This design comes from an exercise in tuning for small area on the open sky130 flow, not from production work. At most, simulation tests tie the RTL to the original design; equivalence was not proved. No activity file was given, so power comes from the tool's default toggle rates.

==> try-tundra: inputs <==
==> flow/design.v <==
module sfr_div (
    input  wire clk,
    input  wire en,       
    input  wire first,    
    input  wire cin0,     
    input  wire a,
    input  wire k,
    output wire sum,
    output wire cout
);
    reg  cy;
    wire ci = first ? cin0 : cy;
    assign sum  = a ^ k ^ ci;
    assign cout = (a & k) | (a & ci) | (k & ci);
    always @(posedge clk)
        if (en) cy <= cout;
endmodule
module sfr_top (
    input  wire        clk,
    input  wire        rst,
    input  wire        evt_valid,
    input  wire [31:0] evt_data,
    output wire        evt_ready,
    output wire        rec_valid,
    output wire [2:0]  rec_port,
    output wire        rec_last,
    output wire [7:0]  rec_data,
    output wire [15:0] status,
    output wire [31:0] config_word,
    output wire [31:0] baud_word,
    output wire [31:0] stage_word
);
    localparam [7:0] STX = 8'h02;
    localparam [2:0] P_ANY = 3'd3, P_TXP = 3'd4;
    localparam [1:0] RX_START = 2'd0, RX_LEN = 2'd1, RX_BODY = 2'd2;
    localparam [1:0] TX_IDLE = 2'd0, TX_WAIT = 2'd1, TX_SEND = 2'd2;
    localparam [2:0] R_NONE = 3'd0, R_OK = 3'd1, R_BCC = 3'd2, R_LEN = 3'd3,
                     R_LINE = 3'd4, R_TIMEOUT = 3'd5;
    localparam [1:0] F_TX_BUSY = 2'd1, F_CONFIG = 2'd2, F_ILLEGAL = 2'd3;
    localparam [23:0] C_RESID = 24'd158400;
    localparam [23:0] K_RESP  = 24'd211199;
    localparam [3:0] S_IDLE = 4'd0, S_MUL = 4'd1, S_TICK = 4'd2, S_RBL = 4'd3,
                     S_WR = 4'd4, S_EMW = 4'd5, S_EMH = 4'd6, S_EMA = 4'd7,
                     S_EMB = 4'd8;
    reg        run;
    reg [1:0]  rx_state;
    reg [6:0]  body_count;
    reg [1:0]  tx_state;
    reg [2:0]  last_result;
    reg        fault;
    reg [1:0]  fault_cause;
    reg [4:0]  cfg_node;
    reg [3:0]  cfg_en;
    reg [23:0] cfg_baud;
    reg [23:0] baud_stage;
    reg [6:0]  lge;
    reg [6:0]  tx_len;
    reg [7:0]  bcc_acc;
    reg [2:0]  cls;         
    reg [3:0]  seq;
    reg [2:0]  pp;          
    reg [4:0]  p;           
    reg [5:0]  q;           
    reg        pa;          
    reg        r_exp, s_exp;
    reg [23:0] ra, rb;      
    reg [8*63-1:0] rxr, txr;
    assign status      = {5'd0, fault_cause, fault, last_result, run, tx_state, rx_state};
    assign config_word = {20'd0, cfg_en, 3'd0, cfg_node};
    assign baud_word   = {8'd0, cfg_baud};
    assign stage_word  = {8'd0, baud_stage};
    wire [3:0] op = evt_data[31:28];
    wire [7:0] d  = evt_data[7:0];
    reg legal;
    always @(*) begin
        case (op)
            4'h1:    legal = (evt_data[27:8] == 20'd0);
            4'h2:    legal = (evt_data[27:2] == 26'd0) && (evt_data[1:0] != 2'd3);
            4'h3:    legal = (evt_data[27:0] == 28'd0);
            4'h4:    legal = (evt_data[27:0] == 28'd0);
            4'h5:    legal = (evt_data[27:24] == 4'd0);
            4'h6:    legal = (evt_data[27:12] == 16'd0) && (evt_data[7:5] == 3'd0);
            4'h7:    legal = (evt_data[27:0] == 28'd0);
            default: legal = 1'b0;
        endcase
    end
    wire resid_armed  = (rx_state == RX_BODY);
    wire is_last_body = ({1'b0, body_count} + 8'd1 == {1'b0, lge});
    assign evt_ready  = (seq == S_IDLE);
    wire accept = evt_valid && evt_ready;
    wire [7:0] rx_out = rxr[8*62 +: 8];
    wire [7:0] tx_out = txr[8*62 +: 8];
    wire       src_tx = (pp == P_TXP);
    wire [7:0] cur    = src_tx ? tx_out : rx_out;
    wire [7:0] prev   = src_tx ? txr[7:0] : rxr[7:0];
    wire [6:0] len    = src_tx ? tx_len : lge;
    wire       em_last = ({1'b0, q} + 7'd1 == len) || (q == 6'd0 && len[6]);
    wire       emitting = (seq == S_EMW && q == 6'd61) || seq == S_EMH ||
                          seq == S_EMA || seq == S_EMB;
    reg  [7:0] em_byte;
    always @(*) begin
        case (seq)
            S_EMW:   em_byte = STX;
            S_EMH:   em_byte = {1'b0, len};
            S_EMA:   em_byte = cur ^ STX ^ {1'b0, len};
            default: em_byte = em_last ? prev : (cur ^ prev);
        endcase
    end
    assign rec_valid = emitting && (pp != P_ANY || cfg_en[3]);
    assign rec_port  = pp;
    assign rec_last  = (seq == S_EMB) && em_last;
    assign rec_data  = em_byte;
    wire rx_wr = (seq == S_WR) && q == body_count[5:0];
    wire tx_cp = (seq == S_EMA || seq == S_EMB) && pp == P_ANY && cls[2];
    wire [7:0] rx_in = rx_wr ? bcc_acc : rx_out;
    wire [7:0] tx_in = tx_cp ? rx_out : tx_out;
    always @(posedge clk) begin
        rxr <= {rxr[8*62-1:0], rx_in};
        txr <= {txr[8*62-1:0], tx_in};
    end
    wire in_pass = (seq == S_MUL) || (seq == S_TICK) || (seq == S_RBL);
    wire p0      = (p == 5'd0);
    wire go      = in_pass && (pa || p0);
    wire pdone   = go && (p == 5'd23);
    wire b       = cfg_baud[p];
    wire mul     = (seq == S_MUL);
    wire ra_en   = go && (mul || (seq == S_TICK && resid_armed && !r_exp));
    wire rb_en   = go && (seq == S_TICK) && tx_state == TX_WAIT && !s_exp;
    wire ra_sum, ra_co, rb_sum, rb_co;
    sfr_div u_ra (.clk(clk), .en(go), .first(p0), .cin0(!mul),
                  .a(ra[0] | (mul && body_count == 7'd0)),
                  .k(mul ? C_RESID[p] : !b), .sum(ra_sum), .cout(ra_co));
    sfr_div u_rb (.clk(clk), .en(go), .first(p0), .cin0(1'b1),
                  .a(rb[0]), .k(!b), .sum(rb_sum), .cout(rb_co));
    always @(posedge clk) begin
        ra <= {ra_en ? ra_sum : ra[0], ra[23:1]};
        rb <= {(go && seq == S_RBL) ? K_RESP[p] : rb_en ? rb_sum : rb[0], rb[23:1]};
        pa <= go && !pdone;
    end
    wire mir = cls[2];
    always @(posedge clk) begin
        if (rst) begin
            run         <= 1'b0;
            rx_state    <= RX_START;
            tx_state    <= TX_IDLE;
            last_result <= R_NONE;
            fault       <= 1'b0;
            fault_cause <= 2'd0;
            cfg_node    <= 5'd0;
            cfg_en      <= 4'd0;
            cfg_baud    <= 24'd0;
            baud_stage  <= 24'd0;
            seq         <= S_IDLE;
            p           <= 5'd0;
            q           <= 6'd0;
        end else begin
            p <= (p == 5'd23) ? 5'd0 : p + 5'd1;
            q <= (q == 6'd62) ? 6'd0 : q + 6'd1;
            case (seq)
            S_IDLE: if (accept && !fault) begin
                if (!legal) begin
                    fault       <= 1'b1;
                    fault_cause <= F_ILLEGAL;
                end else begin
                    case (op)
                    4'h1: if (run) begin
                        case (rx_state)
                        RX_START: if (d == STX) rx_state <= RX_LEN;
                        RX_LEN: if (d >= 8'd2 && d <= 8'd64) begin
                            lge        <= d[6:0];
                            body_count <= 7'd0;
                            bcc_acc    <= STX ^ d;
                            r_exp      <= 1'b0;
                            rx_state   <= RX_BODY;
                            seq        <= S_MUL;
                        end else begin
                            last_result <= R_LEN;
                            rx_state    <= RX_START;
                                        end
                        default: if (!is_last_body) begin
                            bcc_acc    <= bcc_acc ^ d;
                            seq        <= S_WR;
                            if (body_count == 7'd0) begin
                                if (d[7])                              cls <= 3'd2;
                                else if (d[6] && d[4:0] == cfg_node)   cls <= 3'd4;
                                else if (d[5])                         cls <= 3'd1;
                                else if (d[4:0] == cfg_node)           cls <= 3'd0;
                                else                                   cls <= 3'd3;
                            end
                        end else begin
                            rx_state    <= RX_START;
                                            if (bcc_acc != d) begin
                                last_result <= R_BCC;
                            end else begin
                                last_result <= R_OK;
                                if (mir && tx_state != TX_IDLE) begin
                                    fault       <= 1'b1;
                                    fault_cause <= F_TX_BUSY;
                                end else begin
                                    if (mir) begin
                                        tx_state <= TX_WAIT;
                                        tx_len   <= lge;
                                        s_exp    <= 1'b0;
                                    end
                                    if (!mir && cls != 3'd3 && cfg_en[cls[1:0]]) begin
                                        pp  <= cls;
                                        seq <= S_EMW;
                                    end else if (mir || cfg_en[3]) begin
                                        pp  <= P_ANY;
                                        seq <= S_EMW;
                                    end
                                end
                            end
                        end
                        endcase
                    end
                    4'h2: if (run) begin
                        if (rx_state != RX_START)
                            last_result <= R_LINE;
                        rx_state    <= RX_START;
                                end
                    4'h3: begin
                        if (resid_armed && r_exp) begin
                            last_result <= R_TIMEOUT;
                            rx_state    <= RX_START;
                                        end
                        if (tx_state == TX_WAIT && s_exp) begin
                            tx_state <= TX_SEND;
                            pp       <= P_TXP;
                            seq      <= S_EMW;
                        end else begin
                            seq      <= S_TICK;
                        end
                    end
                    4'h4: if (tx_state == TX_SEND) tx_state <= TX_IDLE;
                    4'h5: baud_stage <= evt_data[23:0];
                    4'h6: begin
                        run         <= 1'b0;
                        rx_state    <= RX_START;
                                    if (tx_state == TX_WAIT) tx_state <= TX_IDLE;
                        if (baud_stage < 24'd155) begin
                            fault       <= 1'b1;
                            fault_cause <= F_CONFIG;
                        end else begin
                            cfg_node    <= evt_data[4:0];
                            cfg_en      <= evt_data[11:8];
                            cfg_baud    <= baud_stage;
                            last_result <= R_NONE;
                            run         <= 1'b1;
                        end
                    end
                    default: begin
                        run         <= 1'b0;
                        rx_state    <= RX_START;
                                    if (tx_state == TX_WAIT) tx_state <= TX_IDLE;
                    end
                    endcase
                end
            end
            S_MUL: if (pdone) begin
                if (is_last_body) begin
                    body_count <= 7'd0;
                    seq        <= S_IDLE;
                end else begin
                    body_count <= body_count + 7'd1;
                end
            end
            S_TICK: if (pdone) begin
                if (ra_en) r_exp <= !ra_co;
                if (rb_en) s_exp <= !rb_co;
                seq <= S_IDLE;
            end
            S_RBL: if (pdone) seq <= S_IDLE;
            S_WR: if (rx_wr) begin
                body_count <= body_count + 7'd1;
                seq        <= S_IDLE;
            end
            S_EMW: if (q == 6'd61) seq <= S_EMH;
            S_EMH: seq <= S_EMA;
            S_EMA: seq <= S_EMB;
            S_EMB: if (em_last) begin
                if (src_tx) begin
                    seq <= S_TICK;
                end else if (pp != P_ANY && cfg_en[3]) begin
                    pp  <= P_ANY;
                    seq <= S_EMW;
                end else if (pp == P_ANY && mir) begin
                    seq <= S_RBL;
                end else begin
                    seq <= S_IDLE;
                end
            end
            default: seq <= S_IDLE;
            endcase
        end
    end
endmodule
==> flow/flow/run.sh <==
#!/bin/bash
# Standard ORFS layout (the standard.sh, standard synthesis unchanged) with
# two placement/CTS options changed:
#  - port buffers use the smallest buffer (buf_1) instead of the default pick;
#  - CTS uses larger sink clusters and no dummy loads.
# All tool output goes to standard.log here; ORFS's own per-step logs stay
# under orfs/logs.
set -euo pipefail
cd "$(dirname "$0")/.."
CTS="-sink_clustering_enable -repair_clock_nets -dont_use_dummy_load"
CTS="$CTS -buf_list sky130_fd_sc_hd__clkbuf_8 -sink_clustering_size 16 -sink_clustering_max_diameter 60"
bash standard.sh \
  "BUFFER_PORTS_ARGS=-buffer_cell sky130_fd_sc_hd__buf_1" \
  "CTS_ARGS=$CTS" \
  finish > standard.log 2>&1
==> flow/standard.sh <==
#!/bin/bash
# synth_recipe.tcl (not shown) runs the flow's synth.tcl, then flattens the netlist and writes it again
# the make line also repeats each setting of config.mk as NAME=value (left out here)
make -C /OpenROAD-flow-scripts/flow DESIGN_CONFIG=/design/flow/config.mk WORK_HOME=/design/flow/orfs CLKGATE_MAP_FILE= SYNTH_SCRIPT=/design/flow/synth_recipe.tcl "${@:-finish}"
==> flow/config.mk <==
export PLATFORM = sky130hd
export DESIGN_NAME = sfr_top
export DESIGN_NICKNAME = sfr_top
export VERILOG_FILES = /design/flow/design.v
export SDC_FILE = /design/flow/constraint.sdc
export NUM_CORES = 4
export LEC_CHECK = 0
export ABC_AREA = 1
export CAP_MARGIN = 20
export CORE_MARGIN = 2
export CORE_UTILIZATION = 70
export SLEW_MARGIN = 20
==> flow/constraint.sdc <==
create_clock -name core_clock -period 10.0 [get_ports {clk}]
set_input_delay 2.0000 -clock core_clock [delete_from_list [all_inputs] [get_ports {clk}]]
set_output_delay 2.0000 -clock core_clock [all_outputs]
set_load 0.01 [all_outputs]
==> try-sierra (differences from try-tundra) <==
==> flow/design.v, changed modules only <==
module sfr_top (
    input  wire        clk,
    input  wire        rst,
    input  wire        evt_valid,
    input  wire [31:0] evt_data,
    output wire        evt_ready,
    output wire        rec_valid,
    output wire [2:0]  rec_port,
    output wire        rec_last,
    output wire [7:0]  rec_data,
    output wire [15:0] status,
    output wire [31:0] config_word,
    output wire [31:0] baud_word,
    output wire [31:0] stage_word
);
    localparam [7:0] STX = 8'h02;
    localparam [2:0] P_ANY = 3'd3, P_TXP = 3'd4;
    localparam [1:0] RX_START = 2'd0, RX_LEN = 2'd1, RX_BODY = 2'd2;
    localparam [1:0] TX_IDLE = 2'd0, TX_WAIT = 2'd1, TX_SEND = 2'd2;
    localparam [2:0] R_NONE = 3'd0, R_OK = 3'd1, R_BCC = 3'd2, R_LEN = 3'd3,
                     R_LINE = 3'd4, R_TIMEOUT = 3'd5;
    localparam [1:0] F_TX_BUSY = 2'd1, F_CONFIG = 2'd2, F_ILLEGAL = 2'd3;
    localparam [23:0] C_RESID = 24'd158400;
    localparam [23:0] K_RESP  = 24'd211199;
    localparam [3:0] S_IDLE = 4'd0, S_MUL = 4'd1, S_TICK = 4'd2, S_RBL = 4'd3,
                     S_WR = 4'd4, S_EMW = 4'd5, S_EMH = 4'd6, S_EMA = 4'd7,
                     S_EMB = 4'd8, S_INIT = 4'd9;
    reg        run;
    reg [1:0]  rx_state;
    reg [5:0]  body_count;
    reg [1:0]  tx_state;
    reg [2:0]  last_result;
    reg        fault;
    reg [1:0]  fault_cause;
    reg [4:0]  cfg_node;
    reg [3:0]  cfg_en;
    reg [23:0] cfg_baud;
    reg [23:0] baud_stage;
    reg [5:0]  lge;         
    reg [5:0]  tx_len;
    reg [7:0]  bcc_acc;
    reg [2:0]  cls;         
    reg [3:0]  seq;
    reg [2:0]  pp;          
    reg [4:0]  p;           
    reg [5:0]  q;           
    reg        pa;          
    reg        r_exp, s_exp;
    reg [23:0] ra, rb;      
    reg [8*63-1:0] rxr, txr;
    assign status      = {5'd0, fault_cause, fault, last_result, run, tx_state, rx_state};
    assign config_word = {20'd0, cfg_en, 3'd0, cfg_node};
    assign baud_word   = {8'd0, cfg_baud};
    assign stage_word  = {8'd0, baud_stage};
    wire [3:0] op = evt_data[31:28];
    wire [7:0] d  = evt_data[7:0];
    reg legal;
    always @(*) begin
        case (op)
            4'h1:    legal = (evt_data[27:8] == 20'd0);
            4'h2:    legal = (evt_data[27:2] == 26'd0) && (evt_data[1:0] != 2'd3);
            4'h3:    legal = (evt_data[27:0] == 28'd0);
            4'h4:    legal = (evt_data[27:0] == 28'd0);
            4'h5:    legal = (evt_data[27:24] == 4'd0);
            4'h6:    legal = (evt_data[27:12] == 16'd0) && (evt_data[7:5] == 3'd0);
            4'h7:    legal = (evt_data[27:0] == 28'd0);
            default: legal = 1'b0;
        endcase
    end
    wire resid_armed  = (rx_state == RX_BODY);
    wire is_last_body = (body_count + 6'd1 == lge);
    assign evt_ready  = (seq == S_IDLE);
    wire accept = evt_valid && evt_ready;
    wire [7:0] rx_out = rxr[8*62 +: 8];
    wire [7:0] tx_out = txr[8*62 +: 8];
    wire       src_tx = (pp == P_TXP);
    wire [7:0] cur    = src_tx ? tx_out : rx_out;
    wire [7:0] prev   = src_tx ? txr[7:0] : rxr[7:0];
    wire [5:0] len    = src_tx ? tx_len : lge;
    wire       len64  = (len == 6'd0);
    wire [7:0] lenb   = {1'b0, len64, len};
    wire       em_last = (q + 6'd1 == len) || (q == 6'd0 && len64);
    wire       emitting = (seq == S_EMW && q == 6'd61) || seq == S_EMH ||
                          seq == S_EMA || seq == S_EMB;
    reg  [7:0] em_byte;
    always @(*) begin
        case (seq)
            S_EMW:   em_byte = STX;
            S_EMH:   em_byte = lenb;
            S_EMA:   em_byte = cur ^ STX ^ lenb;
            default: em_byte = em_last ? prev : (cur ^ prev);
        endcase
    end
    assign rec_valid = emitting && (pp != P_ANY || cfg_en[3]);
    assign rec_port  = pp;
    assign rec_last  = (seq == S_EMB) && em_last;
    assign rec_data  = em_byte;
    wire rx_wr = (seq == S_WR) && q == body_count;
    wire tx_cp = (seq == S_EMA || seq == S_EMB) && pp == P_ANY && cls[2];
    wire [7:0] rx_in = rx_wr ? bcc_acc : rx_out;
    wire [7:0] tx_in = tx_cp ? rx_out : tx_out;
    always @(posedge clk) begin
        rxr <= {rxr[8*62-1:0], rx_in};
        txr <= {txr[8*62-1:0], tx_in};
    end
    wire in_pass = (seq == S_MUL) || (seq == S_TICK) || (seq == S_RBL);
    wire p0      = (p == 5'd0);
    wire go      = in_pass && (pa || p0);
    wire pdone   = go && (p == 5'd23);
    wire b       = cfg_baud[p];
    wire mul     = (seq == S_MUL);
    wire ra_en   = go && (mul || (seq == S_TICK && resid_armed && !r_exp));
    wire rb_en   = go && (seq == S_TICK) && tx_state == TX_WAIT && !s_exp;
    wire ra_sum, ra_co, rb_sum, rb_co;
    sfr_div u_ra (.clk(clk), .en(go), .first(p0), .cin0(!mul),
                  .a(ra[0] | (mul && body_count == 6'd0)),
                  .k(mul ? C_RESID[p] : !b), .sum(ra_sum), .cout(ra_co));
    sfr_div u_rb (.clk(clk), .en(go), .first(p0), .cin0(1'b1),
                  .a(rb[0]), .k(!b), .sum(rb_sum), .cout(rb_co));
    always @(posedge clk) begin
        ra <= {ra_en ? ra_sum : ra[0], ra[23:1]};
        rb <= {(go && seq == S_RBL) ? K_RESP[p] : rb_en ? rb_sum : rb[0], rb[23:1]};
        pa <= go && !pdone;
    end
    wire start_ok = (seq == S_IDLE) && accept && !fault && legal && op == 4'h6 &&
                    !(baud_stage < 24'd155);
    always @(posedge clk)
        if (seq == S_INIT || start_ok) cfg_baud <= baud_stage;
    wire mir = cls[2];
    always @(posedge clk) begin
        if (rst) begin
            run         <= 1'b0;
            rx_state    <= RX_START;
            tx_state    <= TX_IDLE;
            last_result <= R_NONE;
            fault       <= 1'b0;
            fault_cause <= 2'd0;
            cfg_node    <= 5'd0;
            cfg_en      <= 4'd0;
            baud_stage  <= 24'd0;
            seq         <= S_INIT;
            p           <= 5'd0;
            q           <= 6'd0;
        end else begin
            p <= (p == 5'd23) ? 5'd0 : p + 5'd1;
            q <= (q == 6'd62) ? 6'd0 : q + 6'd1;
            case (seq)
            S_IDLE: if (accept && !fault) begin
                if (!legal) begin
                    fault       <= 1'b1;
                    fault_cause <= F_ILLEGAL;
                end else begin
                    case (op)
                    4'h1: if (run) begin
                        case (rx_state)
                        RX_START: if (d == STX) rx_state <= RX_LEN;
                        RX_LEN: if (d >= 8'd2 && d <= 8'd64) begin
                            lge        <= d[5:0];
                            body_count <= 6'd0;
                            bcc_acc    <= STX ^ d;
                            r_exp      <= 1'b0;
                            rx_state   <= RX_BODY;
                            seq        <= S_MUL;
                        end else begin
                            last_result <= R_LEN;
                            rx_state    <= RX_START;
                                        end
                        default: if (!is_last_body) begin
                            bcc_acc    <= bcc_acc ^ d;
                            seq        <= S_WR;
                            if (body_count == 6'd0) begin
                                if (d[7])                              cls <= 3'd2;
                                else if (d[6] && d[4:0] == cfg_node)   cls <= 3'd4;
                                else if (d[5])                         cls <= 3'd1;
                                else if (d[4:0] == cfg_node)           cls <= 3'd0;
                                else                                   cls <= 3'd3;
                            end
                        end else begin
                            rx_state    <= RX_START;
                                            if (bcc_acc != d) begin
                                last_result <= R_BCC;
                            end else begin
                                last_result <= R_OK;
                                if (mir && tx_state != TX_IDLE) begin
                                    fault       <= 1'b1;
                                    fault_cause <= F_TX_BUSY;
                                end else begin
                                    if (mir) begin
                                        tx_state <= TX_WAIT;
                                        tx_len   <= lge;
                                        s_exp    <= 1'b0;
                                    end
                                    if (!mir && cls != 3'd3 && cfg_en[cls[1:0]]) begin
                                        pp  <= cls;
                                        seq <= S_EMW;
                                    end else if (mir || cfg_en[3]) begin
                                        pp  <= P_ANY;
                                        seq <= S_EMW;
                                    end
                                end
                            end
                        end
                        endcase
                    end
                    4'h2: if (run) begin
                        if (rx_state != RX_START)
                            last_result <= R_LINE;
                        rx_state    <= RX_START;
                                end
                    4'h3: begin
                        if (resid_armed && r_exp) begin
                            last_result <= R_TIMEOUT;
                            rx_state    <= RX_START;
                                        end
                        if (tx_state == TX_WAIT && s_exp) begin
                            tx_state <= TX_SEND;
                            pp       <= P_TXP;
                            seq      <= S_EMW;
                        end else begin
                            seq      <= S_TICK;
                        end
                    end
                    4'h4: if (tx_state == TX_SEND) tx_state <= TX_IDLE;
                    4'h5: baud_stage <= evt_data[23:0];
                    4'h6: begin
                        run         <= 1'b0;
                        rx_state    <= RX_START;
                                    if (tx_state == TX_WAIT) tx_state <= TX_IDLE;
                        if (baud_stage < 24'd155) begin
                            fault       <= 1'b1;
                            fault_cause <= F_CONFIG;
                        end else begin
                            cfg_node    <= evt_data[4:0];
                            cfg_en      <= evt_data[11:8];
                            last_result <= R_NONE;
                            run         <= 1'b1;
                        end
                    end
                    default: begin
                        run         <= 1'b0;
                        rx_state    <= RX_START;
                                    if (tx_state == TX_WAIT) tx_state <= TX_IDLE;
                    end
                    endcase
                end
            end
            S_MUL: if (pdone) begin
                if (is_last_body) begin
                    body_count <= 6'd0;
                    seq        <= S_IDLE;
                end else begin
                    body_count <= body_count + 6'd1;
                end
            end
            S_TICK: if (pdone) begin
                if (ra_en) r_exp <= !ra_co;
                if (rb_en) s_exp <= !rb_co;
                seq <= S_IDLE;
            end
            S_RBL: if (pdone) seq <= S_IDLE;
            S_WR: if (rx_wr) begin
                body_count <= body_count + 6'd1;
                seq        <= S_IDLE;
            end
            S_EMW: if (q == 6'd61) seq <= S_EMH;
            S_EMH: seq <= S_EMA;
            S_EMA: seq <= S_EMB;
            S_EMB: if (em_last) begin
                if (src_tx) begin
                    seq <= S_TICK;
                end else if (pp != P_ANY && cfg_en[3]) begin
                    pp  <= P_ANY;
                    seq <= S_EMW;
                end else if (pp == P_ANY && mir) begin
                    seq <= S_RBL;
                end else begin
                    seq <= S_IDLE;
                end
            end
            default: seq <= S_IDLE;
            endcase
        end
    end
endmodule
==> flow/flow/run.sh (replaced) <==
#!/bin/bash
# Standard ORFS layout (the standard.sh, standard synthesis unchanged) with
# three placement/CTS options changed to save cell area:
#  - port buffers use the smallest buffer (buf_1) instead of the default pick;
#  - CTS builds small clusters of clkbuf_4 and inserts no dummy loads;
#  - the tie cell made by synthesis is not split into one per load.
# All tool output goes to standard.log here; ORFS's own per-step logs stay
# under orfs/logs.
set -euo pipefail
cd "$(dirname "$0")/.."
CTS="-sink_clustering_enable -repair_clock_nets -dont_use_dummy_load"
CTS="$CTS -buf_list sky130_fd_sc_hd__clkbuf_4 -sink_clustering_size 12 -sink_clustering_max_diameter 30"
bash standard.sh \
  "BUFFER_PORTS_ARGS=-buffer_cell sky130_fd_sc_hd__buf_1" \
  "CTS_ARGS=$CTS" \
  SKIP_REPAIR_TIE_FANOUT=1 \
  finish > standard.log 2>&1
- ABC_AREA: 1 -> unset
- CORE_UTILIZATION: 70 -> 80
==> summary of the runs <==
Against try-sierra, the synthesized cell count of try-tundra is larger by 23%.
Of try-sierra and try-tundra, try-tundra has the higher via count (gap 11%, measured against try-tundra).
Against try-sierra, the sequential cell count of try-tundra is higher by 3.
Hold slack: try-tundra is better than try-sierra (0.0025 ns).
Between try-sierra and try-tundra, the lower final cell count is in try-sierra (gap 17%, measured against try-tundra).
==> figures <==
Met2 wire length: try-sierra 26,100 um; try-tundra 30,300 um
Fmax: try-sierra 0.161 GHz; try-tundra 0.171 GHz
Register area share after synthesis: try-sierra 83.9%; try-tundra 81.7%
Outcome: try-sierra complete, no violations; try-tundra complete, no violations
Metal-1 WL: try-sierra 20,800 um; try-tundra 24,900 um
Non-clock buffer count in the final layout: try-sierra 119; try-tundra 121
Average wire per cell in the routed design: try-sierra 21.5 um; try-tundra 20.4 um
RR Endpoint: try-sierra bcc_acc[2]; try-tundra body_count[0]
Total Power: try-sierra 7.16 mW; try-tundra 6.93 mW
Multi-input gates: try-sierra 592; try-tundra 926
Count of flip-flops with a built-in enable after synthesis: try-sierra 60; try-tundra 39
Source of the worst register-to-register timing path: try-sierra seq[0]; try-tundra seq[0]
No functional check of the RTL was part of try-tundra.

## what the ideal ports hide
The flow's constraints put no driver on any port. The routed layouts listed below were extracted and timed again, unchanged, in two steps. Step 1 sets driving cells, clkbuf_16 on the clock port and buf_2 on the other inputs (assumed; they add their load-dependent delay and slew). Step 2 moves the port delays by t, midway between the first and last clock arrival at a register: inputs arrive t later, outputs are due t later. That takes back most of the time a late clock gives input paths. Three values: ideal ports, drivers, drivers and shift; two values: the first two.
| run | t, ns | slack for setup (ns) | pins driven straight from the clock port |
|---|---|---|---|
| try-tundra | 0.702 | 4.143 / 4.086 / 4.788 | 1 |
| try-sierra | 0.857 | 3.779 / 3.721 / 4.458 | 1 |
After both steps every run listed still meets setup and hold.
